This is an optimization exercise on Yosys and OpenROAD, whose aim is small area, a short achievable clock period and few clock cycles, not a production implementation. The RTL was checked by simulation tests, not by an equivalence proof against the original design.

== before ==
## sisb_alu
module sisb_alu (
    input  wire        clk,
    input  wire        rst,           
    input  wire        in_valid,
    output wire        in_ready,
    input  wire [3:0]  in_op,
    input  wire [15:0] in_a,
    input  wire [15:0] in_b,
    output reg         out_valid,
    output reg  [15:0] out_result,
    output reg         out_ovf,
    output reg         out_fatal,
    output reg  [1:0]  out_cause
);
==> flow/config.mk <==
export PLATFORM = sky130hd
export DESIGN_NAME = sisb_alu
export DESIGN_NICKNAME = sisb_alu
export VERILOG_FILES = /design/flow/design.v
export SDC_FILE = /design/flow/constraint.sdc
export NUM_CORES = 4
export LEC_CHECK = 0
export CAP_MARGIN = 20
export CORE_MARGIN = 2
export CORE_UTILIZATION = 40
export SETUP_SLACK_MARGIN = 5
export SLEW_MARGIN = 20
==> flow/constraint.sdc <==
create_clock -name core_clock -period 11.0 [get_ports {clk}]
set_input_delay 2.2000 -clock core_clock [delete_from_list [all_inputs] [get_ports {clk}]]
set_output_delay 2.2000 -clock core_clock [all_outputs]
set_load 0.01 [all_outputs]
run.sh (not shown) runs the stock make flow with config.mk's settings and CLKGATE_MAP_FILE= SYNTH_SCRIPT=/design/flow/synth_recipe.tcl, a recipe that flattens the netlist after the stock synthesis.
Testbench counts of before, summed over its fixed seeds: cycles 28,382.
Relative to before, the following input files were edited for after:
-- flow/design.v --
<<< before, line 76
    reg        x_ovfc;       
    reg        d_sa, d_sb, d_rem;      
    reg [15:0] xa, xb, xm;
    reg  [3:0] cnt;          
>>> after, line 76
    reg        x_ovfc;       
    reg        d_sa, d_sb, d_rem;      
    reg        x_fill;       
    reg [15:0] xa, xb, xm;
    reg  [3:0] cnt;          
<<< before, line 92
    wire        sum_zero = (z_t == z_c);
    wire [15:0] fill_mask = ~(16'hFFFF << cnt);
    wire [15:0] shr_rev = shl_out[15:0] | (fill_mask & {16{xb[0]}});    
    reg  [15:0] shr_out;
    integer ri;
>>> after, line 93
    wire        sum_zero = (z_t == z_c);
    wire [15:0] fill_mask = ~(16'hFFFF << cnt);
    wire [15:0] shr_rev = shl_out[15:0] | (fill_mask & {16{x_fill}});
    reg  [15:0] shr_out;
    integer ri;
<<< before, line 107
    wire [15:0] d_r_n  = d_acc ? sum[15:0] : xa;
    wire [15:0] q_in   = xfirst ? 16'd0 : out_result;
    reg  [14:0] q_neg_hi;                         
    reg         qc;
    integer qi;
    always @(*) begin
        qc = 1'b1;
        for (qi = 0; qi < 15; qi = qi + 1) begin
            q_neg_hi[qi] = ~q_in[qi] ^ qc;
            qc = qc & ~q_in[qi];
        end
    end
    wire        qneg   = d_sa ^ d_sb;
    wire        d_last = (cnt == 4'd0);
>>> after, line 108
    wire [15:0] d_r_n  = d_acc ? sum[15:0] : xa;
    wire [15:0] q_in   = xfirst ? 16'd0 : out_result;
    wire [14:0] q_neg_hi = ~q_in[14:0] + 15'd1;
    wire        qneg   = d_sa ^ d_sb;
    wire        d_last = (cnt == 4'd0);
<<< before, line 142
    wire        p_bit   = xbl[cnt];               
    wire        pow_last = m_end & (ph | ~p_bit) & (cnt == 4'd1);
    wire        to_ma   = ~ph & p_bit;
    wire [15:0] n_src   = ~m_end ? msrc : to_ma ? xa : mac[15:0];
    wire [1:0]  n_dc    = ~m_end ? dc - 2'd1 : to_ma ? ndig(xa) : ndig(mac[15:0]);
    wire x_done = ~(m_mul | m_div | m_pow) | (m_mul & m_end)
                | (m_div & d_last)
>>> after, line 134
    wire        p_bit   = xbl[cnt];               
    wire        pow_last = m_end & (ph | ~p_bit) & (cnt == 4'd1);
    wire [1:0]  nd_xa   = ndig(xa);
    wire [1:0]  nd_mac  = ndig(mac[15:0]);
    wire x_done = ~(m_mul | m_div | m_pow) | (m_mul & m_end)
                | (m_div & d_last)
<<< before, line 180
    wire [1:0] nb = ndig(in_b);
    wire       mswap = (nb < na);    
    wire       dsw   = i_mul & mswap;   
    wire [5:0] bs_in = booth(window(dsw ? in_b : in_a, dsw ? nb : na));
    reg [15:0] a_rev;
    integer ai;
>>> after, line 171
    wire [1:0] nb = ndig(in_b);
    wire       mswap = (nb < na);    
    wire [5:0] bs_a  = booth(window(in_a, na));
    wire [5:0] bs_b  = booth(window(in_b, nb));
    reg [15:0] a_rev;
    integer ai;
<<< before, line 201
            mfirst  <= 1'b1;
            ph      <= i_mul;
            dc      <= dsw ? nb : na;
            bsel    <= bs_in;
            m_mul   <= i_mul;
            m_div   <= i_dr & ~b_zero;
>>> after, line 192
            mfirst  <= 1'b1;
            ph      <= i_mul;
            dc      <= (i_mul & mswap) ? nb : na;
            bsel    <= (i_mul & mswap) ? bs_b : bs_a;
            m_mul   <= i_mul;
            m_div   <= i_dr & ~b_zero;
<<< before, line 218
            d_sb    <= in_b[15];
            d_rem   <= i_rem;
            if (i_mul)
                xa <= mswap ? in_b : in_a;
>>> after, line 209
            d_sb    <= in_b[15];
            d_rem   <= i_rem;
            x_fill  <= in_a[15];
            if (i_mul)
                xa <= mswap ? in_b : in_a;
<<< before, line 250
            end
            if (m_mul | m_pow) begin
                dc     <= n_dc;
                bsel   <= booth(window(n_src, n_dc));
                mfirst <= m_end;
                if (m_pow & m_end) begin
>>> after, line 242
            end
            if (m_mul | m_pow) begin
                dc     <= dc - 2'd1;
                bsel   <= booth(window(msrc, dc - 2'd1));
                mfirst <= m_end;
                if (m_pow & m_end) begin
<<< before, line 257
                    if (~ph & p_bit) begin
                        ph   <= 1'b1;
                    end else begin
                        ph   <= 1'b0;
                        cnt  <= cnt - 4'd1;
                    end
                end
>>> after, line 249
                    if (~ph & p_bit) begin
                        ph   <= 1'b1;
                        dc   <= nd_xa;
                        bsel <= booth(window(xa, nd_xa));
                    end else begin
                        ph   <= 1'b0;
                        cnt  <= cnt - 4'd1;
                        dc   <= nd_mac;
                        bsel <= booth(window(mac[15:0], nd_mac));
                    end
                end
Results
- Looking at weighted congestion at the end of routability-driven global placement, after sits about 4.4% above before.
- before → after: number of sinks on the clock net flat.
- after against before: overall via count from detail_route has increased, synthesized instance count rose by 43, final worst-path cycle share saw a decrease.
Testbench counts of after, summed over its fixed seeds: cycles 28,382.

port drivers added, routing unchanged:
How much do the figures lean on ideal ports? The routed layouts below were timed once more, with nothing changed but the port constraints.
Step 1 (the two cells are an assumption about what drives the block):
set clk [get_ports {clk}]
set_driving_cell -lib_cell sky130_fd_sc_hd__clkbuf_16 $clk
set_driving_cell -lib_cell sky130_fd_sc_hd__buf_2 [delete_from_list [all_inputs] $clk]
Step 2 also shifts input and output timing later by t, the mid clock arrival at the registers, as if the neighbouring blocks saw the same clock.
a / b / c = ideal ports / drivers / drivers and shift; a / b = the first two.
run | t (ns) | setup WS [ns] | worst data-port slew with drivers (ns)
before | 0.405 | 4.860 / 4.858 / 4.453 | 0.07
after | 0.410 | 4.980 / 4.980 / 4.570 | 0.06
After both steps every run listed still meets setup and hold. For after, which loses most, drivers alone change the setup slack by 0.000 ns; drivers and shift together by -0.410 ns.
